From an optimization exercise on the open Yosys and OpenROAD flow, aimed at small area, a short achievable clock period and few clock cycles; shortcuts taken in it are not production practice. Only simulation tests tie the RTL to the original design; equivalence was not proved. No activity file was given, so power comes from the tool's default toggle rates.

File: flow/constraint.sdc
create_clock -name core_clock -period 32.0 [get_ports {clk}]
set_input_delay 6.4000 -clock core_clock [delete_from_list [all_inputs] [get_ports {clk}]]
set_output_delay 6.4000 -clock core_clock [all_outputs]
set_load 0.01 [all_outputs]
File: flow/design.v
module cw_bk16 (input wire [15:0] x, input wire [15:0] y, output wire [15:0] d, output wire nb);
    wire [15:0] yn = ~y;
    wire [15:0] p0 = x ^ yn;
    wire [15:0] g0 = x & yn;
    wire gi0 = g0[0] | p0[0];
    wire gn0 = g0[1] | (p0[1] & gi0);
    wire pn0 = p0[1] & p0[0];
    wire gn1 = g0[3] | (p0[3] & g0[2]);
    wire pn1 = p0[3] & p0[2];
    wire gn2 = g0[5] | (p0[5] & g0[4]);
    wire pn2 = p0[5] & p0[4];
    wire gn3 = g0[7] | (p0[7] & g0[6]);
    wire pn3 = p0[7] & p0[6];
    wire gn4 = g0[9] | (p0[9] & g0[8]);
    wire pn4 = p0[9] & p0[8];
    wire gn5 = g0[11] | (p0[11] & g0[10]);
    wire pn5 = p0[11] & p0[10];
    wire gn6 = g0[13] | (p0[13] & g0[12]);
    wire pn6 = p0[13] & p0[12];
    wire gn7 = g0[15] | (p0[15] & g0[14]);
    wire pn7 = p0[15] & p0[14];
    wire gn8 = gn1 | (pn1 & gn0);
    wire pn8 = pn1 & pn0;
    wire gn9 = gn3 | (pn3 & gn2);
    wire pn9 = pn3 & pn2;
    wire gn10 = gn5 | (pn5 & gn4);
    wire pn10 = pn5 & pn4;
    wire gn11 = gn7 | (pn7 & gn6);
    wire pn11 = pn7 & pn6;
    wire gn12 = gn9 | (pn9 & gn8);
    wire pn12 = pn9 & pn8;
    wire gn13 = gn11 | (pn11 & gn10);
    wire pn13 = pn11 & pn10;
    wire gn14 = gn13 | (pn13 & gn12);
    wire pn14 = pn13 & pn12;
    wire gn15 = gn10 | (pn10 & gn12);
    wire pn15 = pn10 & pn12;
    wire gn16 = gn2 | (pn2 & gn8);
    wire pn16 = pn2 & pn8;
    wire gn17 = gn4 | (pn4 & gn12);
    wire pn17 = pn4 & pn12;
    wire gn18 = gn6 | (pn6 & gn15);
    wire pn18 = pn6 & pn15;
    wire gn19 = g0[2] | (p0[2] & gn0);
    wire pn19 = p0[2] & pn0;
    wire gn20 = g0[4] | (p0[4] & gn8);
    wire pn20 = p0[4] & pn8;
    wire gn21 = g0[6] | (p0[6] & gn16);
    wire pn21 = p0[6] & pn16;
    wire gn22 = g0[8] | (p0[8] & gn12);
    wire pn22 = p0[8] & pn12;
    wire gn23 = g0[10] | (p0[10] & gn17);
    wire pn23 = p0[10] & pn17;
    wire gn24 = g0[12] | (p0[12] & gn15);
    wire pn24 = p0[12] & pn15;
    wire gn25 = g0[14] | (p0[14] & gn18);
    wire pn25 = p0[14] & pn18;
    assign d[0] = p0[0] ^ 1'b1;
    assign d[1] = p0[1] ^ gi0;
    assign d[2] = p0[2] ^ gn0;
    assign d[3] = p0[3] ^ gn19;
    assign d[4] = p0[4] ^ gn8;
    assign d[5] = p0[5] ^ gn20;
    assign d[6] = p0[6] ^ gn16;
    assign d[7] = p0[7] ^ gn21;
    assign d[8] = p0[8] ^ gn12;
    assign d[9] = p0[9] ^ gn22;
    assign d[10] = p0[10] ^ gn17;
    assign d[11] = p0[11] ^ gn23;
    assign d[12] = p0[12] ^ gn15;
    assign d[13] = p0[13] ^ gn24;
    assign d[14] = p0[14] ^ gn18;
    assign d[15] = p0[15] ^ gn25;
    assign nb = gn14;
endmodule
module cw_bk14 (input wire [13:0] x, input wire [13:0] y, output wire [13:0] d, output wire nb);
    wire [13:0] yn = ~y;
    wire [13:0] p0 = x ^ yn;
    wire [13:0] g0 = x & yn;
    wire gi0 = g0[0] | p0[0];
    wire gn0 = g0[1] | (p0[1] & gi0);
    wire pn0 = p0[1] & p0[0];
    wire gn1 = g0[3] | (p0[3] & g0[2]);
    wire pn1 = p0[3] & p0[2];
    wire gn2 = g0[5] | (p0[5] & g0[4]);
    wire pn2 = p0[5] & p0[4];
    wire gn3 = g0[7] | (p0[7] & g0[6]);
    wire pn3 = p0[7] & p0[6];
    wire gn4 = g0[9] | (p0[9] & g0[8]);
    wire pn4 = p0[9] & p0[8];
    wire gn5 = g0[11] | (p0[11] & g0[10]);
    wire pn5 = p0[11] & p0[10];
    wire gn6 = g0[13] | (p0[13] & g0[12]);
    wire pn6 = p0[13] & p0[12];
    wire gn7 = gn1 | (pn1 & gn0);
    wire pn7 = pn1 & pn0;
    wire gn8 = gn3 | (pn3 & gn2);
    wire pn8 = pn3 & pn2;
    wire gn9 = gn5 | (pn5 & gn4);
    wire pn9 = pn5 & pn4;
    wire gn10 = gn8 | (pn8 & gn7);
    wire pn10 = pn8 & pn7;
    wire gn11 = gn9 | (pn9 & gn10);
    wire pn11 = pn9 & pn10;
    wire gn12 = gn2 | (pn2 & gn7);
    wire pn12 = pn2 & pn7;
    wire gn13 = gn4 | (pn4 & gn10);
    wire pn13 = pn4 & pn10;
    wire gn14 = gn6 | (pn6 & gn11);
    wire pn14 = pn6 & pn11;
    wire gn15 = g0[2] | (p0[2] & gn0);
    wire pn15 = p0[2] & pn0;
    wire gn16 = g0[4] | (p0[4] & gn7);
    wire pn16 = p0[4] & pn7;
    wire gn17 = g0[6] | (p0[6] & gn12);
    wire pn17 = p0[6] & pn12;
    wire gn18 = g0[8] | (p0[8] & gn10);
    wire pn18 = p0[8] & pn10;
    wire gn19 = g0[10] | (p0[10] & gn13);
    wire pn19 = p0[10] & pn13;
    wire gn20 = g0[12] | (p0[12] & gn11);
    wire pn20 = p0[12] & pn11;
    assign d[0] = p0[0] ^ 1'b1;
    assign d[1] = p0[1] ^ gi0;
    assign d[2] = p0[2] ^ gn0;
    assign d[3] = p0[3] ^ gn15;
    assign d[4] = p0[4] ^ gn7;
    assign d[5] = p0[5] ^ gn16;
    assign d[6] = p0[6] ^ gn12;
    assign d[7] = p0[7] ^ gn17;
    assign d[8] = p0[8] ^ gn10;
    assign d[9] = p0[9] ^ gn18;
    assign d[10] = p0[10] ^ gn13;
    assign d[11] = p0[11] ^ gn19;
    assign d[12] = p0[12] ^ gn11;
    assign d[13] = p0[13] ^ gn20;
    assign nb = gn14;
endmodule
module cw_bk13 (input wire [12:0] x, input wire [12:0] y, output wire [12:0] d, output wire nb);
    wire [12:0] yn = ~y;
    wire [12:0] p0 = x ^ yn;
    wire [12:0] g0 = x & yn;
    wire gi0 = g0[0] | p0[0];
    wire gn0 = g0[1] | (p0[1] & gi0);
    wire pn0 = p0[1] & p0[0];
    wire gn1 = g0[3] | (p0[3] & g0[2]);
    wire pn1 = p0[3] & p0[2];
    wire gn2 = g0[5] | (p0[5] & g0[4]);
    wire pn2 = p0[5] & p0[4];
    wire gn3 = g0[7] | (p0[7] & g0[6]);
    wire pn3 = p0[7] & p0[6];
    wire gn4 = g0[9] | (p0[9] & g0[8]);
    wire pn4 = p0[9] & p0[8];
    wire gn5 = g0[11] | (p0[11] & g0[10]);
    wire pn5 = p0[11] & p0[10];
    wire gn6 = gn1 | (pn1 & gn0);
    wire pn6 = pn1 & pn0;
    wire gn7 = gn3 | (pn3 & gn2);
    wire pn7 = pn3 & pn2;
    wire gn8 = gn5 | (pn5 & gn4);
    wire pn8 = pn5 & pn4;
    wire gn9 = gn7 | (pn7 & gn6);
    wire pn9 = pn7 & pn6;
    wire gn10 = gn8 | (pn8 & gn9);
    wire pn10 = pn8 & pn9;
    wire gn11 = gn2 | (pn2 & gn6);
    wire pn11 = pn2 & pn6;
    wire gn12 = gn4 | (pn4 & gn9);
    wire pn12 = pn4 & pn9;
    wire gn13 = g0[2] | (p0[2] & gn0);
    wire pn13 = p0[2] & pn0;
    wire gn14 = g0[4] | (p0[4] & gn6);
    wire pn14 = p0[4] & pn6;
    wire gn15 = g0[6] | (p0[6] & gn11);
    wire pn15 = p0[6] & pn11;
    wire gn16 = g0[8] | (p0[8] & gn9);
    wire pn16 = p0[8] & pn9;
    wire gn17 = g0[10] | (p0[10] & gn12);
    wire pn17 = p0[10] & pn12;
    wire gn18 = g0[12] | (p0[12] & gn10);
    wire pn18 = p0[12] & pn10;
    assign d[0] = p0[0] ^ 1'b1;
    assign d[1] = p0[1] ^ gi0;
    assign d[2] = p0[2] ^ gn0;
    assign d[3] = p0[3] ^ gn13;
    assign d[4] = p0[4] ^ gn6;
    assign d[5] = p0[5] ^ gn14;
    assign d[6] = p0[6] ^ gn11;
    assign d[7] = p0[7] ^ gn15;
    assign d[8] = p0[8] ^ gn9;
    assign d[9] = p0[9] ^ gn16;
    assign d[10] = p0[10] ^ gn12;
    assign d[11] = p0[11] ^ gn17;
    assign d[12] = p0[12] ^ gn10;
    assign nb = gn18;
endmodule
module cw_bk12 (input wire [11:0] x, input wire [11:0] y, output wire [11:0] d, output wire nb);
    wire [11:0] yn = ~y;
    wire [11:0] p0 = x ^ yn;
    wire [11:0] g0 = x & yn;
    wire gi0 = g0[0] | p0[0];
    wire gn0 = g0[1] | (p0[1] & gi0);
    wire pn0 = p0[1] & p0[0];
    wire gn1 = g0[3] | (p0[3] & g0[2]);
    wire pn1 = p0[3] & p0[2];
    wire gn2 = g0[5] | (p0[5] & g0[4]);
    wire pn2 = p0[5] & p0[4];
    wire gn3 = g0[7] | (p0[7] & g0[6]);
    wire pn3 = p0[7] & p0[6];
    wire gn4 = g0[9] | (p0[9] & g0[8]);
    wire pn4 = p0[9] & p0[8];
    wire gn5 = g0[11] | (p0[11] & g0[10]);
    wire pn5 = p0[11] & p0[10];
    wire gn6 = gn1 | (pn1 & gn0);
    wire pn6 = pn1 & pn0;
    wire gn7 = gn3 | (pn3 & gn2);
    wire pn7 = pn3 & pn2;
    wire gn8 = gn5 | (pn5 & gn4);
    wire pn8 = pn5 & pn4;
    wire gn9 = gn7 | (pn7 & gn6);
    wire pn9 = pn7 & pn6;
    wire gn10 = gn8 | (pn8 & gn9);
    wire pn10 = pn8 & pn9;
    wire gn11 = gn2 | (pn2 & gn6);
    wire pn11 = pn2 & pn6;
    wire gn12 = gn4 | (pn4 & gn9);
    wire pn12 = pn4 & pn9;
    wire gn13 = g0[2] | (p0[2] & gn0);
    wire pn13 = p0[2] & pn0;
    wire gn14 = g0[4] | (p0[4] & gn6);
    wire pn14 = p0[4] & pn6;
    wire gn15 = g0[6] | (p0[6] & gn11);
    wire pn15 = p0[6] & pn11;
    wire gn16 = g0[8] | (p0[8] & gn9);
    wire pn16 = p0[8] & pn9;
    wire gn17 = g0[10] | (p0[10] & gn12);
    wire pn17 = p0[10] & pn12;
    assign d[0] = p0[0] ^ 1'b1;
    assign d[1] = p0[1] ^ gi0;
    assign d[2] = p0[2] ^ gn0;
    assign d[3] = p0[3] ^ gn13;
    assign d[4] = p0[4] ^ gn6;
    assign d[5] = p0[5] ^ gn14;
    assign d[6] = p0[6] ^ gn11;
    assign d[7] = p0[7] ^ gn15;
    assign d[8] = p0[8] ^ gn9;
    assign d[9] = p0[9] ^ gn16;
    assign d[10] = p0[10] ^ gn12;
    assign d[11] = p0[11] ^ gn17;
    assign nb = gn10;
endmodule
module cw_ge9 (input wire [8:0] x, input wire [8:0] y, input wire cin, output wire ge);
    wire [8:0] yn = ~y;
    wire [8:0] p0 = x | yn;
    wire [8:0] g0 = x & yn;
    wire gi0 = g0[0] | (p0[0] & cin);
    wire gc0 = g0[1] | (p0[1] & gi0);
    wire gc1 = g0[3] | (p0[3] & g0[2]);
    wire pc1 = p0[3] & p0[2];
    wire gc2 = g0[5] | (p0[5] & g0[4]);
    wire pc2 = p0[5] & p0[4];
    wire gc3 = g0[7] | (p0[7] & g0[6]);
    wire pc3 = p0[7] & p0[6];
    wire gc4 = gc1 | (pc1 & gc0);
    wire gc5 = gc3 | (pc3 & gc2);
    wire pc5 = pc3 & pc2;
    wire gc6 = gc5 | (pc5 & gc4);
    wire gc7 = g0[8] | (p0[8] & gc6);
    assign ge = gc7;
endmodule
module cw_ge12 (input wire [11:0] x, input wire [11:0] y, input wire cin, output wire ge);
    wire [11:0] yn = ~y;
    wire [11:0] p0 = x | yn;
    wire [11:0] g0 = x & yn;
    wire gi0 = g0[0] | (p0[0] & cin);
    wire gc0 = g0[1] | (p0[1] & gi0);
    wire gc1 = g0[3] | (p0[3] & g0[2]);
    wire pc1 = p0[3] & p0[2];
    wire gc2 = g0[5] | (p0[5] & g0[4]);
    wire pc2 = p0[5] & p0[4];
    wire gc3 = g0[7] | (p0[7] & g0[6]);
    wire pc3 = p0[7] & p0[6];
    wire gc4 = g0[9] | (p0[9] & g0[8]);
    wire pc4 = p0[9] & p0[8];
    wire gc5 = g0[11] | (p0[11] & g0[10]);
    wire pc5 = p0[11] & p0[10];
    wire gc6 = gc1 | (pc1 & gc0);
    wire gc7 = gc3 | (pc3 & gc2);
    wire pc7 = pc3 & pc2;
    wire gc8 = gc5 | (pc5 & gc4);
    wire pc8 = pc5 & pc4;
    wire gc9 = gc7 | (pc7 & gc6);
    wire gc10 = gc8 | (pc8 & gc9);
    assign ge = gc10;
endmodule
module cw_ge13 (input wire [12:0] x, input wire [12:0] y, input wire cin, output wire ge);
    wire [12:0] yn = ~y;
    wire [12:0] p0 = x | yn;
    wire [12:0] g0 = x & yn;
    wire gi0 = g0[0] | (p0[0] & cin);
    wire gc0 = g0[1] | (p0[1] & gi0);
    wire gc1 = g0[3] | (p0[3] & g0[2]);
    wire pc1 = p0[3] & p0[2];
    wire gc2 = g0[5] | (p0[5] & g0[4]);
    wire pc2 = p0[5] & p0[4];
    wire gc3 = g0[7] | (p0[7] & g0[6]);
    wire pc3 = p0[7] & p0[6];
    wire gc4 = g0[9] | (p0[9] & g0[8]);
    wire pc4 = p0[9] & p0[8];
    wire gc5 = g0[11] | (p0[11] & g0[10]);
    wire pc5 = p0[11] & p0[10];
    wire gc6 = gc1 | (pc1 & gc0);
    wire gc7 = gc3 | (pc3 & gc2);
    wire pc7 = pc3 & pc2;
    wire gc8 = gc5 | (pc5 & gc4);
    wire pc8 = pc5 & pc4;
    wire gc9 = gc7 | (pc7 & gc6);
    wire gc10 = g0[12] | (p0[12] & gc8);
    wire pc10 = p0[12] & pc8;
    wire gc11 = gc10 | (pc10 & gc9);
    assign ge = gc11;
endmodule
module cw_ge14 (input wire [13:0] x, input wire [13:0] y, input wire cin, output wire ge);
    wire [13:0] yn = ~y;
    wire [13:0] p0 = x | yn;
    wire [13:0] g0 = x & yn;
    wire gi0 = g0[0] | (p0[0] & cin);
    wire gc0 = g0[1] | (p0[1] & gi0);
    wire gc1 = g0[3] | (p0[3] & g0[2]);
    wire pc1 = p0[3] & p0[2];
    wire gc2 = g0[5] | (p0[5] & g0[4]);
    wire pc2 = p0[5] & p0[4];
    wire gc3 = g0[7] | (p0[7] & g0[6]);
    wire pc3 = p0[7] & p0[6];
    wire gc4 = g0[9] | (p0[9] & g0[8]);
    wire pc4 = p0[9] & p0[8];
    wire gc5 = g0[11] | (p0[11] & g0[10]);
    wire pc5 = p0[11] & p0[10];
    wire gc6 = g0[13] | (p0[13] & g0[12]);
    wire pc6 = p0[13] & p0[12];
    wire gc7 = gc1 | (pc1 & gc0);
    wire gc8 = gc3 | (pc3 & gc2);
    wire pc8 = pc3 & pc2;
    wire gc9 = gc5 | (pc5 & gc4);
    wire pc9 = pc5 & pc4;
    wire gc10 = gc8 | (pc8 & gc7);
    wire gc11 = gc6 | (pc6 & gc9);
    wire pc11 = pc6 & pc9;
    wire gc12 = gc11 | (pc11 & gc10);
    assign ge = gc12;
endmodule
module cw_ge17 (input wire [16:0] x, input wire [16:0] y, input wire cin, output wire ge);
    wire [16:0] yn = ~y;
    wire [16:0] p0 = x | yn;
    wire [16:0] g0 = x & yn;
    wire gi0 = g0[0] | (p0[0] & cin);
    wire gc0 = g0[1] | (p0[1] & gi0);
    wire gc1 = g0[3] | (p0[3] & g0[2]);
    wire pc1 = p0[3] & p0[2];
    wire gc2 = g0[5] | (p0[5] & g0[4]);
    wire pc2 = p0[5] & p0[4];
    wire gc3 = g0[7] | (p0[7] & g0[6]);
    wire pc3 = p0[7] & p0[6];
    wire gc4 = g0[9] | (p0[9] & g0[8]);
    wire pc4 = p0[9] & p0[8];
    wire gc5 = g0[11] | (p0[11] & g0[10]);
    wire pc5 = p0[11] & p0[10];
    wire gc6 = g0[13] | (p0[13] & g0[12]);
    wire pc6 = p0[13] & p0[12];
    wire gc7 = g0[15] | (p0[15] & g0[14]);
    wire pc7 = p0[15] & p0[14];
    wire gc8 = gc1 | (pc1 & gc0);
    wire gc9 = gc3 | (pc3 & gc2);
    wire pc9 = pc3 & pc2;
    wire gc10 = gc5 | (pc5 & gc4);
    wire pc10 = pc5 & pc4;
    wire gc11 = gc7 | (pc7 & gc6);
    wire pc11 = pc7 & pc6;
    wire gc12 = gc9 | (pc9 & gc8);
    wire gc13 = gc11 | (pc11 & gc10);
    wire pc13 = pc11 & pc10;
    wire gc14 = gc13 | (pc13 & gc12);
    wire gc15 = g0[16] | (p0[16] & gc14);
    assign ge = gc15;
endmodule
module cw_dlo #(parameter K = 16) (
    input  wire [31:0]  a,
    input  wire [31:0]  b,
    output wire [K-1:0] lo,
    output wire         big
);
    wire [K:0] s;
    generate
        if (K == 16) begin : g_bk16
            cw_bk16 u_bk (.x(a[15:0]), .y(b[15:0]), .d(s[15:0]), .nb(s[16]));
        end else if (K == 14) begin : g_bk14
            cw_bk14 u_bk (.x(a[13:0]), .y(b[13:0]), .d(s[13:0]), .nb(s[14]));
        end else begin : g_bk13
            cw_bk13 u_bk (.x(a[12:0]), .y(b[12:0]), .d(s[12:0]), .nb(s[13]));
        end
    endgenerate
    assign lo = s[K-1:0];
    wire [31-K:0] ah = a[31:K];
    wire [31-K:0] bh = b[31:K];
    wire [31-K:0] p  = ah ^ bh;
    wire [31-K:0] c;
    assign c[0] = 1'b1;
    genvar i;
    generate
        for (i = 1; i <= 31 - K; i = i + 1) begin : g_c
            assign c[i] = c[i-1] & bh[i-1];
        end
    endgenerate
    wire e0 = ~|p;             
    wire e1 = &(p ~^ c);       
    assign big = ~(s[K] ? e0 : e1);    
endmodule
module cw_rsub #(parameter W = 12) (
    input  wire [W-1:0] a,
    input  wire [W-1:0] b,
    output wire [W-1:0] d,
    output wire         nb
);
    wire [W:0] c;
    assign c[0] = 1'b1;
    genvar i;
    generate
        for (i = 0; i < W; i = i + 1) begin : g
            assign d[i]   = a[i] ^ ~b[i] ^ c[i];
            assign c[i+1] = (a[i] & ~b[i]) | (c[i] & (a[i] ^ ~b[i]));
        end
    endgenerate
    assign nb = c[W];
endmodule
module cw_radd #(parameter W = 12) (
    input  wire [W-1:0] a,
    input  wire [W-1:0] b,
    output wire [W:0]   s
);
    wire [W:0] c;
    assign c[0] = 1'b0;
    genvar i;
    generate
        for (i = 0; i < W; i = i + 1) begin : g
            assign s[i]   = a[i] ^ b[i] ^ c[i];
            assign c[i+1] = (a[i] & b[i]) | (c[i] & (a[i] ^ b[i]));
        end
    endgenerate
    assign s[W] = c[W];
endmodule
module cw_cmp #(parameter W = 14) (
    input  wire [W-1:0] a,
    input  wire [W-1:0] b,
    input  wire         cin,
    output wire         ge
);
    wire [W:0] c;
    assign c[0] = cin;
    genvar i;
    generate
        for (i = 0; i < W; i = i + 1) begin : g
            assign c[i+1] = (a[i] & ~b[i]) | ((a[i] | ~b[i]) & c[i]);
        end
    endgenerate
    assign ge = c[W];
endmodule
module cw_core (
    input  wire        clk,
    input  wire        rst,
    input  wire        cfg_mode,
    input  wire [15:0] cfg_debounce,
    input  wire        cfg_wgp,
    input  wire        cfg_ot_en,
    input  wire        cfg_st_en,
    input  wire        op_valid,
    output wire        op_ready,
    input  wire [39:0] op_word,
    output reg         resp_valid,
    output reg  [8:0]  resp,
    output wire        key_out,
    output reg         tone_tx,
    output reg         sidetone
);
    localparam [7:0] EMPTY   = 8'h00;
    localparam [7:0] ERRCH   = 8'h23;
    localparam [7:0] SPACECH = 8'h20;
    localparam [7:0] FILL    = 8'h2A;
    localparam [2:0] PH_IDLE       = 3'b000;
    localparam [2:0] PH_ASSERT     = 3'b100;
    localparam [2:0] PH_GAP_SYMBOL = 3'b001;
    localparam [2:0] PH_GAP_LETTER = 3'b010;
    localparam [2:0] PH_WORD_GAP   = 3'b011;
    localparam [10:0] DOT_RESET  = 11'd92;
    localparam [11:0] DASH_RESET = 12'd276;
    localparam [13:0] WGAP_RESET = 14'd646;
    localparam [13:0] W23_RESET  = 14'd430;    
    function automatic [7:0] lookup(input [6:0] idx);
        begin
            case (idx)
                7'd0: lookup = 8'h20;
                7'd1: lookup = 8'h45;
                7'd2: lookup = 8'h54;
                7'd3: lookup = 8'h49;
                7'd4: lookup = 8'h41;
                7'd5: lookup = 8'h4E;
                7'd6: lookup = 8'h4D;
                7'd7: lookup = 8'h53;
                7'd8: lookup = 8'h55;
                7'd9: lookup = 8'h52;
                7'd10: lookup = 8'h57;
                7'd11: lookup = 8'h44;
                7'd12: lookup = 8'h4B;
                7'd13: lookup = 8'h47;
                7'd14: lookup = 8'h4F;
                7'd15: lookup = 8'h48;
                7'd16: lookup = 8'h56;
                7'd17: lookup = 8'h46;
                7'd19: lookup = 8'h4C;
                7'd21: lookup = 8'h50;
                7'd22: lookup = 8'h4A;
                7'd23: lookup = 8'h42;
                7'd24: lookup = 8'h58;
                7'd25: lookup = 8'h43;
                7'd26: lookup = 8'h59;
                7'd27: lookup = 8'h5A;
                7'd28: lookup = 8'h51;
                7'd31: lookup = 8'h35;
                7'd32: lookup = 8'h34;
                7'd34: lookup = 8'h33;
                7'd38: lookup = 8'h32;
                7'd39: lookup = 8'h26;
                7'd41: lookup = 8'h2B;
                7'd46: lookup = 8'h31;
                7'd47: lookup = 8'h36;
                7'd48: lookup = 8'h3D;
                7'd49: lookup = 8'h2F;
                7'd53: lookup = 8'h28;
                7'd55: lookup = 8'h37;
                7'd59: lookup = 8'h38;
                7'd61: lookup = 8'h39;
                7'd62: lookup = 8'h30;
                7'd75: lookup = 8'h3F;
                7'd76: lookup = 8'h5F;
                7'd81: lookup = 8'h22;
                7'd84: lookup = 8'h2E;
                7'd89: lookup = 8'h40;
                7'd93: lookup = 8'h27;
                7'd96: lookup = 8'h2D;
                7'd105: lookup = 8'h3B;
                7'd106: lookup = 8'h21;
                7'd108: lookup = 8'h29;
                7'd114: lookup = 8'h2C;
                7'd119: lookup = 8'h3A;
                default: lookup = FILL;
            endcase
        end
    endfunction
    function automatic [7:0] find_index(input [7:0] u);
        begin
            find_index = 8'hFF;
            if (!u[7])
                case (u[6:0])
                    7'h20: find_index = 8'd0;
                    7'h21: find_index = 8'd106;
                    7'h22: find_index = 8'd81;
                    7'h26: find_index = 8'd39;
                    7'h27: find_index = 8'd93;
                    7'h28: find_index = 8'd53;
                    7'h29: find_index = 8'd108;
                    7'h2A: find_index = 8'd18;
                    7'h2B: find_index = 8'd41;
                    7'h2C: find_index = 8'd114;
                    7'h2D: find_index = 8'd96;
                    7'h2E: find_index = 8'd84;
                    7'h2F: find_index = 8'd49;
                    7'h30: find_index = 8'd62;
                    7'h31: find_index = 8'd46;
                    7'h32: find_index = 8'd38;
                    7'h33: find_index = 8'd34;
                    7'h34: find_index = 8'd32;
                    7'h35: find_index = 8'd31;
                    7'h36: find_index = 8'd47;
                    7'h37: find_index = 8'd55;
                    7'h38: find_index = 8'd59;
                    7'h39: find_index = 8'd61;
                    7'h3A: find_index = 8'd119;
                    7'h3B: find_index = 8'd105;
                    7'h3D: find_index = 8'd48;
                    7'h3F: find_index = 8'd75;
                    7'h40: find_index = 8'd89;
                    7'h41: find_index = 8'd4;
                    7'h42: find_index = 8'd23;
                    7'h43: find_index = 8'd25;
                    7'h44: find_index = 8'd11;
                    7'h45: find_index = 8'd1;
                    7'h46: find_index = 8'd17;
                    7'h47: find_index = 8'd13;
                    7'h48: find_index = 8'd15;
                    7'h49: find_index = 8'd3;
                    7'h4A: find_index = 8'd22;
                    7'h4B: find_index = 8'd12;
                    7'h4C: find_index = 8'd19;
                    7'h4D: find_index = 8'd6;
                    7'h4E: find_index = 8'd5;
                    7'h4F: find_index = 8'd14;
                    7'h50: find_index = 8'd21;
                    7'h51: find_index = 8'd28;
                    7'h52: find_index = 8'd9;
                    7'h53: find_index = 8'd7;
                    7'h54: find_index = 8'd2;
                    7'h55: find_index = 8'd8;
                    7'h56: find_index = 8'd16;
                    7'h57: find_index = 8'd10;
                    7'h58: find_index = 8'd24;
                    7'h59: find_index = 8'd26;
                    7'h5A: find_index = 8'd27;
                    7'h5F: find_index = 8'd76;
                    default: find_index = 8'hFF;
                endcase
        end
    endfunction
    function automatic [6:0] find_code(input [7:0] u);
        begin
            find_code = 7'd1;
            if (!u[7])
                case (u[6:0])
                    7'h21: find_code = 7'd117;
                    7'h22: find_code = 7'd82;
                    7'h26: find_code = 7'd34;
                    7'h27: find_code = 7'd94;
                    7'h28: find_code = 7'd45;
                    7'h29: find_code = 7'd109;
                    7'h2A: find_code = 7'd28;
                    7'h2B: find_code = 7'd42;
                    7'h2C: find_code = 7'd115;
                    7'h2D: find_code = 7'd97;
                    7'h2E: find_code = 7'd106;
                    7'h2F: find_code = 7'd41;
                    7'h30: find_code = 7'd63;
                    7'h31: find_code = 7'd62;
                    7'h32: find_code = 7'd60;
                    7'h33: find_code = 7'd56;
                    7'h34: find_code = 7'd48;
                    7'h35: find_code = 7'd32;
                    7'h36: find_code = 7'd33;
                    7'h37: find_code = 7'd35;
                    7'h38: find_code = 7'd39;
                    7'h39: find_code = 7'd47;
                    7'h3A: find_code = 7'd71;
                    7'h3B: find_code = 7'd85;
                    7'h3D: find_code = 7'd49;
                    7'h3F: find_code = 7'd76;
                    7'h40: find_code = 7'd86;
                    7'h41: find_code = 7'd6;
                    7'h42: find_code = 7'd17;
                    7'h43: find_code = 7'd21;
                    7'h44: find_code = 7'd9;
                    7'h45: find_code = 7'd2;
                    7'h46: find_code = 7'd20;
                    7'h47: find_code = 7'd11;
                    7'h48: find_code = 7'd16;
                    7'h49: find_code = 7'd4;
                    7'h4A: find_code = 7'd30;
                    7'h4B: find_code = 7'd13;
                    7'h4C: find_code = 7'd18;
                    7'h4D: find_code = 7'd7;
                    7'h4E: find_code = 7'd5;
                    7'h4F: find_code = 7'd15;
                    7'h50: find_code = 7'd22;
                    7'h51: find_code = 7'd27;
                    7'h52: find_code = 7'd10;
                    7'h53: find_code = 7'd8;
                    7'h54: find_code = 7'd3;
                    7'h55: find_code = 7'd12;
                    7'h56: find_code = 7'd24;
                    7'h57: find_code = 7'd14;
                    7'h58: find_code = 7'd25;
                    7'h59: find_code = 7'd29;
                    7'h5A: find_code = 7'd19;
                    7'h5F: find_code = 7'd108;
                    default: find_code = 7'd1;
                endcase
        end
    endfunction
    reg        rst_r;
    reg        rv;
    reg [39:0] r;
    reg        rdy;
    reg        c_mode, c_wgp;
    reg [16:0] c_thr;        
    assign op_ready = rdy;
    wire [3:0]  opc = r[39:36];
    wire        sig = r[32];
    wire [31:0] now = r[31:0];
    reg legal;
    always @* begin
        case (opc)
            4'd1, 4'd5:  legal = (r[35:16] == 20'd0);
            4'd2:        legal = (r[35:33] == 3'd0);
            4'd6:        legal = (r[35:32] == 4'd0);
            4'd3, 4'd4, 4'd7:
                         legal = (r[35:0] == 36'd0);
            4'd8, 4'd10: legal = (r[35:8] == 28'd0);
            4'd9:        legal = (r[35:7] == 29'd0);
            default:     legal = 1'b0;
        endcase
    end
    reg  fv;                  
    wire is_dt  = (opc == 4'd2);
    wire ss_r   = rv && legal && (opc == 4'd1 || opc == 4'd5);    
    wire dv_last;
    wire hold   = rv && ((ss_r && !dv_last) || (is_dt && !fv));    
    wire go     = rv && !hold;
    wire ex     = go && legal;
    reg [5:0]  dv_cnt;
    reg [10:0] rem;
    reg [1:0]  r3;
    wire [10:0] w_op = r[15] ? 11'd1 :
                       (r[14:0] == 15'd0) ? 11'd1 :
                       (r[14:11] != 4'd0 || r[10:0] > 11'd1200) ? 11'd1200 : r[10:0];
    wire dv_dec  = ~opc[2];
    wire dv_ext  = dv_dec && c_wgp;                   
    assign dv_last = dv_ext ? (dv_cnt == 6'd37) : (dv_cnt == 6'd36);
    reg nbit, rfirst;
    always @* begin
        if (dv_cnt < 6'd11) begin
            nbit   = 11'd1200 >> (6'd10 - dv_cnt);
            rfirst = (dv_cnt == 6'd0);
        end else if (dv_cnt < 6'd23) begin
            nbit   = 12'd3600 >> (6'd22 - dv_cnt);
            rfirst = (dv_cnt == 6'd11);
        end else if (dv_cnt < 6'd37) begin
            nbit   = 14'd8400 >> (6'd36 - dv_cnt);
            rfirst = (dv_cnt == 6'd23);
        end else begin
            nbit   = 1'b0;
            rfirst = 1'b0;
        end
    end
    wire [11:0] dt    = {rfirst ? 11'd0 : rem, nbit};
    wire [11:0] dsb;
    wire        qb;
    cw_bk12 u_dv (.x(dt), .y({1'b0, w_op}), .d(dsb), .nb(qb));
    wire [10:0] rem_n = qb ? dsb[10:0] : dt[10:0];
    wire q_dot  = dv_cnt < 6'd11;
    wire q_dash = (dv_cnt >= 6'd11) && (dv_cnt < 6'd23);
    wire q_wgap = (dv_cnt >= 6'd23) && (dv_cnt < 6'd37);
    wire [2:0]  t3    = {(rfirst ? 2'd0 : r3), (dv_cnt < 6'd37) ? qb : 1'b0};
    wire        o3    = t3 >= 3'd3;
    wire [1:0]  r3_n  = o3 ? t3[1:0] - 2'd3 : t3[1:0];
    wire ld        = op_valid && rdy;
    wire dt_in     = (op_word[39:36] == 4'd2);
    wire ss_in     = (op_word[38:36] == 3'b001 || op_word[38:36] == 3'b101) && !op_word[39];
    wire dchg      = (go && is_dt) || (ss_r && dv_dec);    
    wire dv_more   = ss_r && (dv_cnt != (dv_ext ? 6'd36 : 6'd35));
    wire rdy_n     = !((ld && (ss_in || (dt_in && dchg))) ||
                       (hold && (dv_more || (is_dt && dchg))));
    always @(posedge clk) begin
        c_mode <= cfg_mode;
        c_wgp  <= cfg_wgp;
        c_thr  <= cfg_mode ? {6'd0, dec_dot} : {cfg_debounce, 1'b0};
        rst_r  <= rst;
        if (!hold) r <= op_word;
        if (rst) begin
            rv  <= 1'b0;
            rdy <= 1'b0;
        end else begin
            rv  <= ld || hold;
            rdy <= rst_r || rdy_n;
        end
        if (rst_r) begin
            dv_cnt <= 6'd0;
            fv     <= 1'b0;
        end else begin
            fv     <= !dchg;
            dv_cnt <= (ss_r && !dv_last) ? dv_cnt + 6'd1 : 6'd0;
        end
        begin    
            rem <= rem_n;
            r3  <= r3_n;
        end
    end
    reg [10:0] enc_dot;
    reg [11:0] enc_dash;
    reg [13:0] enc_wgap;
    reg        enc_pv;
    reg [6:0]  enc_s;             
    reg [2:0]  enc_phase;
    reg [31:0] enc_phase_start;
    reg [13:0] enc_phase_len;
    reg [10:0] dec_dot;
    reg [11:0] dec_dash;
    reg [13:0] dec_thr;           
    reg [6:0]  dec_tree;
    reg        dec_sig_state;
    reg        dec_last_raw;
    reg [31:0] dec_mark_start;
    reg [31:0] dec_space_start;
    reg [31:0] dec_last_trans;
    reg        dec_pending;
    reg        dec_ws_emitted;
    reg [7:0]  dec_out;           
    wire [15:0] a_lo;  wire a_big;
    wire [13:0] b_lo;  wire b_big;
    cw_dlo #(.K(16)) u_da (.a(now), .b(dec_last_trans), .lo(a_lo), .big(a_big));
    cw_dlo #(.K(14)) u_db (.a(now), .b(r[38] ? enc_phase_start : dec_space_start),
                           .lo(b_lo), .big(b_big));
    wire chg    = sig ^ dec_last_raw;
    wire ltsel  = c_mode ? sig : chg;
    wire fe_ge_lo;
    cw_ge17 u_fe (.x({a_lo, 1'b0}), .y(c_thr), .cin(1'b1), .ge(fe_ge_lo));
    wire fe_ge  = a_big || fe_ge_lo;
    wire deb_ok = chg ? (c_thr == 17'd0) : fe_ge;
    wire aud_dn = fe_ge;
    wire tr_up  = sig && !dec_sig_state && (c_mode || deb_ok);
    wire tr_dn  = !sig && dec_sig_state && (c_mode ? aud_dn : deb_ok);
    wire st_n   = tr_up || (dec_sig_state && !tr_dn);
    wire        sp_zero = dec_sig_state && ltsel;
    wire [13:0] sp_lo   = (dec_sig_state && !r[38]) ? a_lo[13:0] : b_lo;
    wire        sp_big  = dec_sig_state ? (a_big || a_lo[15:14] != 2'd0) : b_big;
    wire gt_q_lo, ge_2d_lo;
    cw_ge9  u_q  (.x(sp_lo[8:0]),  .y(dec_dot[10:2]),     .cin(1'b0), .ge(gt_q_lo));
    cw_ge12 u_2d (.x(sp_lo[11:0]), .y({dec_dot, 1'b0}),   .cin(1'b1), .ge(ge_2d_lo));
    wire gt_q   = !sp_zero && (sp_big || sp_lo[13:9] != 5'd0 || gt_q_lo);    
    wire ge_2d  = !sp_zero && (sp_big || sp_lo[13:12] != 2'd0 || ge_2d_lo);  
    wire        cmp_ge;
    cw_ge14 u_cmp (.x(sp_lo), .y(r[38] ? enc_phase_len : dec_thr), .cin(r[38]),
                   .ge(cmp_ge));
    wire over   = !sp_zero && (sp_big || cmp_ge);
    wire [12:0] d_lo;  wire d_big;
    cw_dlo #(.K(13)) u_dd (.a(dec_sig_state ? dec_last_trans : dec_space_start),
                           .b(dec_mark_start), .lo(d_lo), .big(d_big));
    wire [12:0] dd;
    cw_radd #(.W(12)) u_dd2 (.a({1'b0, dec_dot}), .b(dec_dash), .s(dd));
    reg         isdot, isdash;
    wire        d_ge_dash, d_ge_dd;
    cw_ge12 u_id (.x({d_lo[10:0], 1'b0}), .y(dec_dash), .cin(1'b1), .ge(d_ge_dash));
    cw_ge13 u_is (.x(d_lo), .y(dd), .cin(1'b1), .ge(d_ge_dd));
    always @(posedge clk) begin
        isdot  <= !d_big && d_lo[12:11] == 2'd0 && !d_ge_dash;
        isdash <= !d_big && !d_ge_dd;
    end
    wire c2     = !dec_pending && gt_q;
    wire err    = dec_tree >= 7'd63;
    wire [6:0] tree1 = !c2 ? dec_tree :
                       err ? 7'd0 :
                       isdot ? {dec_tree[5:0], 1'b0} + 7'd1 :
                       isdash ? {dec_tree[5:0], 1'b0} + 7'd2 : dec_tree;
    wire pend1  = dec_pending || (c2 && (err || isdot || isdash));
    wire c3     = ge_2d && (tree1 != 7'd0);
    wire c4     = over && !dec_ws_emitted && (tree1 == 7'd0) && !(c2 && err);
    wire enc_idle = (enc_phase == PH_IDLE) && !enc_pv;
    wire e_due = b_big || cmp_ge;
    wire       more = (enc_s[6:1] != 6'd1);    
    wire        idle_ph = (enc_phase == PH_IDLE);
    wire [11:0] gl_letter;
    wire [13:0] gl_word;
    wire        gl_nb0, gl_nb1;
    cw_rsub #(.W(12)) u_gl (.a(enc_dash), .b({1'b0, enc_dot}), .d(gl_letter), .nb(gl_nb0));
    cw_rsub #(.W(14)) u_gw (.a(enc_wgap), .b({2'b00, enc_dash}), .d(gl_word), .nb(gl_nb1));
    wire [13:0] gap_len = idle_ph ? gl_word : {2'b00, gl_letter};
    reg [2:0]  et_phase;
    reg        et_shift;
    reg [13:0] et_len;
    reg        et_start;
    reg        et_done;
    always @* begin
        et_phase  = enc_phase;
        et_shift  = 1'b0;
        et_len    = enc_phase_len;
        et_start  = 1'b0;
        et_done   = 1'b0;
        if (idle_ph) begin
            if (enc_pv) begin
                et_start = 1'b1;
                if (enc_s == 7'd1) begin
                    et_phase = PH_WORD_GAP;
                    et_len   = gap_len;
                end else begin
                    et_phase  = PH_ASSERT;
                    et_len    = enc_s[0] ? {2'b00, enc_dash} : {3'b000, enc_dot};
                end
            end
        end else if (e_due) begin
            et_start = 1'b1;
            case (enc_phase)
                PH_ASSERT: begin
                    et_phase = PH_GAP_SYMBOL;
                    et_len   = {3'b000, enc_dot};
                end
                PH_GAP_SYMBOL: begin
                    if (more) begin
                        et_shift  = 1'b1;
                        et_phase  = PH_ASSERT;
                        et_len    = enc_s[1] ? {2'b00, enc_dash} : {3'b000, enc_dot};
                    end else begin
                        et_phase  = PH_GAP_LETTER;
                        et_len    = gap_len;
                    end
                end
                default: begin
                    et_phase = PH_IDLE;
                    et_start = 1'b0;
                    et_done  = 1'b1;
                end
            endcase
        end
    end
    wire       lc_op = (r[7:5] == 3'b011) && (r[4:0] != 5'd0) && (r[4:0] <= 5'd26);
    wire [7:0] u_op  = lc_op ? {3'b010, r[4:0]} : r[7:0];
    wire [7:0] fnd   = find_index(u_op);
    wire write_ok = enc_idle && (r[7:0] != FILL) && (r[7:0] != EMPTY);
    wire dv_d = ss_r && dv_dec;
    wire dv_e = ss_r && !dv_dec;
    always @(posedge clk) begin
        if (rst_r) begin
            dec_dot         <= DOT_RESET;
            dec_dash        <= DASH_RESET;
            dec_thr         <= c_wgp ? W23_RESET : WGAP_RESET;
            dec_tree        <= 7'd0;
            dec_sig_state   <= 1'b0;
            dec_last_raw    <= 1'b0;
            dec_pending     <= 1'b1;
            dec_ws_emitted  <= 1'b1;
            dec_out         <= EMPTY;
        end else begin
            if (dv_d && q_dot)  dec_dot  <= {dec_dot[9:0], qb};
            if (dv_d && q_dash) dec_dash <= {dec_dash[10:0], qb};
            if (dv_d && (c_wgp ? dv_cnt >= 6'd23 : q_wgap))
                dec_thr <= {dec_thr[12:0], c_wgp ? o3 : qb};
            if (ex && opc == 4'd2) begin
                dec_sig_state  <= st_n;
                dec_last_raw   <= sig;
                if (st_n) begin
                    dec_pending    <= 1'b0;
                    dec_ws_emitted <= 1'b0;
                end else begin
                    dec_pending <= pend1;
                    if (c3) begin
                        dec_tree <= 7'd0;
                        dec_out  <= {1'b1, tree1};
                    end else begin
                        dec_tree <= tree1;
                        if (c2 && err) dec_out <= ERRCH;
                        else if (c4)   dec_out <= SPACECH;
                    end
                    if (c4) dec_ws_emitted <= 1'b1;
                end
            end
            if (ex && opc == 4'd4) dec_out <= EMPTY;
        end
        if (ex && opc == 4'd2) begin
            if (ltsel) dec_last_trans <= now;
            if (tr_up) dec_mark_start  <= ltsel ? now : dec_last_trans;
            if (tr_dn) dec_space_start <= ltsel ? now : dec_last_trans;
        end
    end
    always @(posedge clk) begin
        if (rst_r) begin
            enc_dot         <= DOT_RESET;
            enc_dash        <= DASH_RESET;
            enc_wgap        <= WGAP_RESET;
            enc_pv          <= 1'b0;
            enc_phase       <= PH_IDLE;
        end else begin
            if (dv_e && q_dot)  enc_dot  <= {enc_dot[9:0], qb};
            if (dv_e && q_dash) enc_dash <= {enc_dash[10:0], qb};
            if (dv_e && q_wgap) enc_wgap <= {enc_wgap[12:0], qb};
            if (ex && opc == 4'd6) begin
                enc_phase     <= et_phase;
                if (et_done)  enc_pv <= 1'b0;
            end
            if (ex && opc == 4'd8 && write_ok) enc_pv <= 1'b1;
        end
        if (ex && opc == 4'd6) begin
            if (et_shift) enc_s <= {1'b0, enc_s[6:1]};
            enc_phase_len <= et_len;
            if (et_start) enc_phase_start <= now;
        end
        if (ex && opc == 4'd8 && write_ok)
            enc_s <= find_code(u_op);
    end
    wire [7:0] lk = lookup((opc == 4'd9) ? r[6:0] : dec_out[6:0]);
    reg  [7:0] data;
    always @* begin
        case (opc)
            4'd3:    data = {7'd0, dec_out != EMPTY};
            4'd4:    data = dec_out[7] ? lk : dec_out;
            4'd7:    data = {7'd0, enc_idle};
            4'd8:    data = {7'd0, write_ok};
            4'd9:    data = lk;
            4'd10:   data = fnd;
            default: data = 8'h00;
        endcase
        if (!legal) data = 8'h00;
    end
    reg key_r;
    always @(posedge clk) begin
        if (rst) begin
            resp_valid <= 1'b0;
            key_r      <= 1'b0;
            tone_tx    <= 1'b0;
        end else begin
            resp_valid <= go;
            if (ex && opc == 4'd6) key_r <= et_phase[2];
            tone_tx    <= cfg_ot_en && key_r;
        end
        if (rst || rst_r) sidetone <= 1'b0;
        else              sidetone <= cfg_st_en && dec_sig_state;
        resp <= {!legal, data};
    end
    assign key_out = key_r;
endmodule
File: flow/flow/run.sh
#!/bin/bash
# Own layout flow: the standard flow, with two changes made after global
# placement and before clock-tree synthesis:
# - the port buffers that placement inserts (inputN / outputN) become plain
#   buffers (buf_2 for inputs, buf_4 for outputs) instead of delay buffers;
# - the flip-flops that drive an output port's buffer get drive strength 2
#   (same cell type, dfxtp).
# Cells are then legalised again. Each tool's output goes to a log of its own
# in this folder.
set -euo pipefail
RES=orfs/results/${FLOW_PLATFORM}/cw_core/base
bash standard.sh synth          > log_1_synth.log 2>&1
bash standard.sh floorplan      > log_2_floorplan.log 2>&1
bash standard.sh place          > log_3_place.log 2>&1
cat > port_buffers.tcl <<EOT
read_db $RES/3_place.odb
set db [ord::get_db]
set bin  [\$db findMaster sky130_fd_sc_hd__buf_2]
set bout [\$db findMaster sky130_fd_sc_hd__buf_4]
set ff2  [\$db findMaster sky130_fd_sc_hd__dfxtp_2]
set n 0
set m 0
foreach inst [[ord::get_db_block] getInsts] {
  set name [\$inst getName]
  if {![string match {sky130_fd_sc_hd__clkdlybuf*} [[\$inst getMaster] getName]]} { continue }
  if {[regexp {^input[0-9]+\$} \$name]} {
    \$inst swapMaster \$bin
    incr n
  } elseif {[regexp {^output[0-9]+\$} \$name]} {
    \$inst swapMaster \$bout
    incr n
    set net [[\$inst findITerm A] getNet]
    foreach it [\$net getITerms] {
      if {[\$it isOutputSignal]} {
        set drv [\$it getInst]
        if {[[\$drv getMaster] getName] eq "sky130_fd_sc_hd__dfxtp_1"} {
          \$drv swapMaster \$ff2
          incr m
        }
      }
    }
  }
}
puts "swapped \$n port buffers, \$m output flip-flops"
detailed_placement
check_placement -verbose
write_db $RES/3_place.odb
EOT
openroad -no_init -exit port_buffers.tcl > log_3_port_buffers.log 2>&1
bash standard.sh finish         > log_4_finish.log 2>&1
File: flow/config.mk
export PLATFORM = sky130hd
export DESIGN_NAME = cw_core
export DESIGN_NICKNAME = cw_core
export VERILOG_FILES = /design/flow/design.v
export SDC_FILE = /design/flow/constraint.sdc
export NUM_CORES = 4
export LEC_CHECK = 0
export ABC_AREA = 1
export CAP_MARGIN = 20
export CORE_MARGIN = 2
export CORE_UTILIZATION = 40
export CTS_CLUSTER_DIAMETER = 110
export CTS_CLUSTER_SIZE = 20
export SLEW_MARGIN = 20
File: flow/standard.sh
#!/bin/bash
# synth_recipe.tcl (not shown) runs the flow's synth.tcl, then flattens the netlist and writes it again
# the make line also repeats each setting of config.mk as NAME=value (left out here)
make -C /OpenROAD-flow-scripts/flow DESIGN_CONFIG=/design/flow/config.mk WORK_HOME=/design/flow/orfs CLKGATE_MAP_FILE= SYNTH_SCRIPT=/design/flow/synth_recipe.tcl "${@:-finish}"
==> reports/metrics.csv, run 1 <==
metric;value;unit
status;complete, no violations;
antenna_found_initial;2;
finalSetupViolCount;0;
critPathMaxStageDelay;0.33;ns
synth-edff-count;203;
area_growth_syn_to_layout;8.11;%
count_of_cells_resized_by_post_cts_repair;0;
syn_avg_cell_area;7.99;um2
drt_pre_antenna_iters;6;
worst-slew-pin-transition;0.984;ns
slew-limit-headroom;0.343;
place_area;23600;um2
synth_warn;1;
worst_path_max_delay_cell;sky130_fd_sc_hd__dfxtp_2;
total_of_flip_flops_plus_latches_after_synthesis;343;
drt-vias-per-instance;5.45;
critical_path_depth;1;
vdd_ir_drop_max;0.0342;mV
timing.final.crit_period;7.42;ns
worst_r2r_endpoint;dec_thr[0];
num-nets-final;2999;
critical_path.startpoint;key_r;
postRouteWirelength;66300;um
place_hpwl;49200;um
yosys.cell_types.count;67;
syn_nets;2960;
synth_area_leaders;sky130_fd_sc_hd__edfxtp_1, sky130_fd_sc_hd__dfxtp_1, sky130_fd_sc_hd__nand2_1;
timing.critical_path.buf_inv;1;
hold_buffers;0;
clk_root_buffer_cell;sky130_fd_sc_hd__clkbuf_16;
grt_util_all_layers;0.231;
timing.critical_path.from_type;flip-flop;
gr-total-overflow;0;
clock_latency_of_the_later_clocked_register_in_the_worst_skew_pair;0.57;ns
design.portCount;77;
start_util;0.403;
drv.max_cap_violation_count;0;
grt_setup_unrepaired;no;
post_detailed_route_count_of_antenna_violating_nets;0;
cts_inserted_buffers;21;
worst_path_arrival;1.02;ns
worst_setup_path_endpoint;key_out;
post_cts_repair_timing_setup_buffer_count;0;
drc_errors;0;
cp_max_fo;3;
syn-instance-count;2765;
dr_total_vias;19200;
wl_per_cell;18.8;um
dieHeight;239;um
final.setup.tns;0;ns
critical_path.reg2reg.startpoint;r[0];
final_worst_path_period_share;0.232;
fin_worst_hold_slack;0.445;ns
clock_tree.htree_level_count;1;
fill_cells;5479;
main_synth_ff_type;sky130_fd_sc_hd__edfxtp_1;
setup.worst_path.class;flip-flop to primary output;
synth.largest_area_cell;sky130_fd_sc_hd__edfxtp_1;
detailed_route_iter0_violations;1762;
endpoint_kind;primary output;
r2r_slack;25.49;ns
core-area;54900;um2
hold-path-cell-count;2;
clk_pin_slew_worst_paths;0.08;ns
critical-path-top-delay-family;flip-flops;
final_hold_viol_count;0;
static-leakage-power;10.1;nW
finClkSkew;0.0228;ns
achievable-frequency;0.135;GHz
yosys.area.top_type_share;0.276;
power_per_cell_area;36.2;nW/um2
yosysSeqAreaShare;0.403;
diodes;0;
post_synth_instance_area;22100;um2
timing.final.max_slew_violations;0;
clock_path_buffers;3;
ff2ff_path_depth;31;
wire_length_of_the_first_global_routing_pass;104000;um
async_flop_share;0;
postLayoutCellArea;23900;um2
core.rowCount;86;
tritoncts;built;
crit_path_cell_trace;buf_4;
final_layout_size_suffix_gt1_frac;0.0841;
clock_sink_count;343;
crit_required;25.60;ns
chipWidth;239;um
gp_congestion;0.898;
hp-class;flip-flop to flip-flop;
grt_max_degree;77;
first_global_vias;18200;
dieArea;57100;um2
place.port_buffers;76;
-- cell usage after synthesis (all sizes together) (7+ instances only) --
master / instances
mux2i: 7
edfxtp: 203
clkbuf: 72
buf: 12
o22ai: 18
fa: 58
o31ai: 11
a31oi: 30
xnor2: 18
nand3: 107
nand4: 27
clkinv: 8
nor4: 24
or2: 39
xor2: 62
inv: 392
o21ai: 293
nor3: 43
o221ai: 8
dfxtp: 140
o311ai: 7
a21oi: 171
nor2: 270
o211ai: 48
a211oi: 9
a21o: 7
ha: 74
a221oi: 20
nand2: 537
-- power breakdown --
part / internal, W / total, W / switching [W]
clock network: 0.000125 / 0.000280 / 0.000155
registers: 0.000473 / 0.000481 / 0.00000825
logic: 0.0000327 / 0.000103 / 0.0000700
-- cells by family after synthesis --
family / share of synthesized area
XOR/XNOR: 0.0317
multiplexers: 0.00317
buffers and inverters: 0.0840
flip-flops: 0.403
adder cells (fa/ha/maj): 0.0945
AND/OR/NAND/NOR: 0.208
AO/OA/AOI/OAI: 0.176
-- layout by cell type (no fill, tap or decap), types with 37 or more instances in the layout --
cell type / count
sky130_fd_sc_hd__buf_2: 62
sky130_fd_sc_hd__ha_1: 74
sky130_fd_sc_hd__nand3_1: 104
sky130_fd_sc_hd__nor2_1: 253
sky130_fd_sc_hd__nor3_1: 40
sky130_fd_sc_hd__fa_1: 58
sky130_fd_sc_hd__edfxtp_1: 203
sky130_fd_sc_hd__o21ai_0: 274
sky130_fd_sc_hd__o211ai_1: 48
sky130_fd_sc_hd__inv_1: 385
sky130_fd_sc_hd__nand2_1: 522
sky130_fd_sc_hd__buf_4: 37
sky130_fd_sc_hd__a21oi_1: 171
sky130_fd_sc_hd__dfxtp_1: 125
sky130_fd_sc_hd__xor2_1: 62
-- worst min path at each step --
stage,startpoint,end,slack (ns)
floorplan,r[21],enc_phase_start[21],0.42
global placement,key_r,tone_tx,0.43
detailed placement,key_r,tone_tx,0.45
CTS,key_r,tone_tx,0.45
global route,key_r,tone_tx,0.48
finish,key_r,tone_tx,0.44
-- worst reg2reg max path: cells and delay by family, from the launching register on --
family	cells	cell delay [ns]
AOI/OAI and AO/OA	8	1.79
adders and majority gates	4	0.92
buffers and inverters	10	1.71
DFF	1	0.37
and+or+nand+nor	9	1.45
-- final cells by class --
| cell class | count | area (um2) | area share |
|---|---|---|---|
| tap | 704 | 881 | 0.0369 |
| clock buffer | 34 | 574 | 0.0240 |
| multi-input combinational | 1938 | 11400 | 0.476 |
| inverter | 400 | 1500 | 0.0629 |
| clock inverter | 4 | 30.0 | 0.00126 |
| timing repair buffer | 100 | 603 | 0.0252 |
| sequential | 343 | 8920 | 0.373 |
-- per-layer routing --
layer	track usage	vias up	share of wire
met1	0.312	9133	0.44
met4	0.0563	0	0.022
met3	0.0217	80	0.051
met2	0.399	566	0.48
li1	-	9416	-
met5	0	-	0
-- through the flow --
step / cells / utilization / setup slack (ns) / power [W]
final: 3523 / 0.435 / 24.58 / 0.000864
after global routing: 3523 / 0.435 / 24.54 / 0.000901
after CTS: 3523 / 0.435 / 24.55 / 0.000872
after detailed placement: 3485 / 0.430 / 24.10 / 0.000596
after global placement: 3484 / 0.430 / 24.13 / 0.000595
after floorplan: 2765 / - / 24.84 / 0.000556
-- state kept, by name, indices dropped and copies added, names as in the netlist, 8 cells and up --
name / flops
dec_dash: 12
dec_thr: 14
c_thr: 17
enc_phase_start: 32
dec_out: 8
dec_space_start: 32
enc_dash: 12
r: 40
enc_dot: 11
dec_last_trans: 32
rem: 11
enc_phase_len: 14
dec_mark_start: 32
enc_wgap: 14
resp: 9
dec_dot: 11
Testbench counts, summed over its fixed seeds: cycles 249,101.
==> inputs of run 2 (changes only) <==
--- a/flow/config.mk
+++ b/flow/config.mk
@@ -8,7 +8,7 @@
 export ABC_AREA = 1
 export CAP_MARGIN = 20
 export CORE_MARGIN = 2
-export CORE_UTILIZATION = 40
+export CORE_UTILIZATION = 60
 export CTS_CLUSTER_DIAMETER = 110
 export CTS_CLUSTER_SIZE = 20
 export SLEW_MARGIN = 20
==> run 2 against run 1 <==
Net effect:
- count of clock-buffer cells in the layout up 1
- cell area fell by 1.2%
- largest cell class unchanged
- clock skew is 0.014 ns higher
- sequential cell count unchanged
- register-to-register slack better by 0.11 ns
==> reports/metrics.csv, run 2 <==
metric;value;unit;change
worst_path_arrival;1.03;ns;was 1.02 ns
total_of_flip_flops_plus_latches_after_synthesis;343;;unchanged
setup.worst_path.class;flip-flop to primary output;;unchanged
post_cts_repair_timing_setup_buffer_count;0;;unchanged
count_of_cells_resized_by_post_cts_repair;0;;unchanged
yosys.area.top_type_share;0.276;;unchanged
most_common_cell_after_layout_fill_and_taps_aside;sky130_fd_sc_hd__nand2_1;;unchanged
post_detailed_route_count_of_antenna_violating_nets;0;;unchanged
place_hpwl;46400;um;was 49200 um
yosysSeqAreaShare;0.403;;unchanged
detailed_route_iter0_violations;1825;;was 1762
wire_length_of_the_first_global_routing_pass;100000;um;was 104000 um
post-place-cells;3250;;was 3485
async_flop_share;0;;unchanged
post_synth_instance_area;22100;um2;unchanged
syn_nets;2960;;unchanged
drv.max_cap_violation_count;0;;unchanged
place_area;23300;um2;was 23600 um2
gp_congestion;0.964;;was 0.898
drc_errors;0;;unchanged
clock_path_buffers;3;;unchanged
syn_avg_cell_area;7.99;um2;unchanged
syn-instance-count;2765;;unchanged
yosys.cell_types.count;67;;unchanged
yosys.cell_count.top_type;sky130_fd_sc_hd__nand2_1;;unchanged
hold_buffers;0;;unchanged
worst_hold_startpoint;key_r;;unchanged
synth-edff-count;203;;unchanged
dieArea;38400;um2;was 57100 um2
crit_required;25.60;ns;about the same
core-area;36400;um2;was 54900 um2
vdd_ir_drop_max;0.0411;mV;was 0.0342 mV
cts_inserted_buffers;21;;unchanged
place.port_buffers;76;;unchanged
max_ffs_per_register;40;;unchanged
clock_sink_count;343;;unchanged
first_global_vias;19000;;was 18200
timing.critical_path.from_type;flip-flop;;unchanged
layout.core_utilization;0.648;;was 0.435
chipWidth;196;um;was 239 um
finish.cell_count_without_fillers;3288;;was 3523
slew-limit-headroom;0.369;;was 0.343
static-leakage-power;10.1;nW;about the same
timing.final.crit_period;7.43;ns;was 7.42 ns
antenna_found_initial;0;;was 2
main_synth_ff_type;sky130_fd_sc_hd__edfxtp_1;;unchanged
detail_route.wirelength.met1;26500;um;was 29400 um
netlist_top_cells_count;sky130_fd_sc_hd__nand2_1, sky130_fd_sc_hd__inv_1, sky130_fd_sc_hd__o21ai_0;;unchanged
crit_path_cell_trace;buf_4;;unchanged
endpoint_kind;primary output;;unchanged
achievable-frequency;0.135;GHz;about the same
final_worst_path_period_share;0.232;;about the same
r2r_slack;25.60;ns;was 25.49 ns
finalSetupViolCount;0;;unchanged
postLayoutCellArea;23600;um2;was 23900 um2
fin_worst_hold_slack;0.444;ns;was 0.445 ns
grt_util_all_layers;0.328;;was 0.231
tritoncts;built;;unchanged
cp_max_fo;3;;unchanged
worst-slew-pin-transition;0.942;ns;was 0.984 ns
grt_max_degree;79;;was 77
hp-class;flip-flop to flip-flop;;unchanged
dieHeight;196;um;was 239 um
power_per_cell_area;36.6;nW/um2;was 36.2 nW/um2
diodes;0;;unchanged
final.setup.tns;0;ns;unchanged
clk_pin_slew_worst_paths;0.08;ns;about the same
gr-total-overflow;0;;unchanged
wl_per_cell;19.2;um;was 18.8 um
wl_met2;29300;um;was 32000 um
worst_path_max_delay_cell;sky130_fd_sc_hd__dfxtp_2;;unchanged
dr_total_vias;19700;;was 19200
area_growth_syn_to_layout;6.85;%;was 8.11%
num-nets-final;3000;;was 2999
clk_root_buffer_cell;sky130_fd_sc_hd__clkbuf_16;;unchanged
critPathMaxStageDelay;0.33;ns;about the same
critical-path-top-delay-family;flip-flops;;unchanged
timing.critical_path.buf_inv;1;;unchanged
postRouteWirelength;63000;um;was 66300 um
final_hold_viol_count;0;;unchanged
synth_warn;1;;unchanged
core.rowCount;70;;was 86
synth_area_leaders;sky130_fd_sc_hd__edfxtp_1, sky130_fd_sc_hd__dfxtp_1, sky130_fd_sc_hd__nand2_1;;unchanged
highest-signal-layer;met4;;unchanged
largest_register;r;;unchanged
clock_latency_of_the_later_clocked_register_in_the_worst_skew_pair;0.57;ns;about the same
drt-vias-per-instance;5.98;;was 5.45
synth.largest_area_cell;sky130_fd_sc_hd__edfxtp_1;;unchanged
status;complete, no violations;;unchanged
start_util;0.606;;was 0.403
top_library_cells_by_usage_in_the_layout_fill_and_taps_aside;sky130_fd_sc_hd__nand2_1, sky130_fd_sc_hd__inv_1, sky130_fd_sc_hd__o21ai_0, sky130_fd_sc_hd__nor2_1, sky130_fd_sc_hd__edfxtp_1;;unchanged
timing.final.max_slew_violations;0;;unchanged
critical_path.reg2reg.startpoint;r[0];;unchanged
final_layout_size_suffix_gt1_frac;0.0837;;was 0.0841
clock_tree.htree_level_count;1;;unchanged
finClkSkew;0.0363;ns;was 0.0228 ns
met3WireLength;5020;um;was 3380 um
grt_setup_unrepaired;no;;unchanged
critical_path.startpoint;key_r;;unchanged
drt_pre_antenna_iters;6;;unchanged
design.portCount;77;;unchanged
## run 2: cell count changes in the layout (fill, tap and decap cells not counted), sizes merged
cell	previous run	this run
clkinv	9	8
buf	100	101
clkbuf	34	35
## run 2: metrics by stage
step / worst slack (ns) / power (W)
6_report: 24.57 / 0.000864
3_3_place_gp: 24.10 / 0.000592
4_1_cts: 24.55 / 0.000866
2_1_floorplan: 24.84 / 0.000556
5_1_grt: 24.54 / 0.000893
3_5_place_dp: 24.02 / 0.000594
## run 2: power by group
part	internal (W)	switching (W)
Sequential	0.000473	0.00000791
Combinational	0.0000327	0.0000693
Clock	0.000130	0.000151
Total	0.000636	0.000229
## run 2: area by class of cell
cell class              instances  area, um2
clock buffers                  35        599
fillers                      3210      12800
well taps                     468        586
clock inverters                 3       23.8
multi-input cells            1938      11400
inverters                     400       1500
repair buffers                101        603
flip-flops and latches        343       8920
## run 2: kinds of logic (layout without fill, tap and decap cells)
group                      after synthesis  after routing  synth area share
AOI/OAI and AO/OA                      665            665             0.176
muxes                                    7              7           0.00317
buffers and inverters                  484            539            0.0840
adders and majority gates              132            132            0.0945
xor gates and xnor gates                80             80            0.0317
DFF                                    343            343             0.403
and+or+nand+nor                       1054           1054             0.208
## run 2: layer usage
metal  vias to the layer above  global-route usage
met5                         -                   0
met4                         0               0.115
met3                       149              0.0459
met2                       833               0.550
met1                      9284               0.440
li1                       9408                   -
## run 2: path summary, 6_finish.rpt
check,end,depth (start not counted)
hold reg to reg,tone_tx,2
setup reg to reg,dec_thr[0],28
setup / recovery,key_out,1
hold / removal,tone_tx,2
## run 2: worst reg2reg max path: cells and delay by family (launching register included)
family                     cells  cell delay (ns)
AOI/OAI and AO/OA             11             1.81
adders and majority gates      4             1.23
buffers and inverters          7             1.61
and+or+nand+nor                6             0.99
DFF                            1             0.65

[re-timing with driven ports]
No port has a modelled driver above. Below, the same layouts with a new extraction and two added sets of constraints.
Step 1 sets driving cells, clkbuf_16 on the clock port and buf_2 on the other inputs (assumed; they add their load-dependent delay and slew).
Step 2 adds t to the input delays and takes it off the output delays; t is the mean of the earliest and latest rising clock arrival at the registers after step 1. Input paths then give back, and output paths get back, about the clock's delay inside the block.
Three values: ideal ports, drivers, drivers and shift; two values: the first two.
run | shift t [ns] | slack for setup (ns) | hold WS [ns] | worst register clock-pin slew, ns
run 1 | 0.613 | 24.578 / 24.518 / 24.765 | 0.445 / 0.445 / 0.445 | 0.09 / 0.09
run 2 | 0.609 | 24.571 / 24.515 / 24.713 | 0.444 / 0.444 / 0.444 | 0.09 / 0.09
After both steps setup and hold are still met in every run listed.
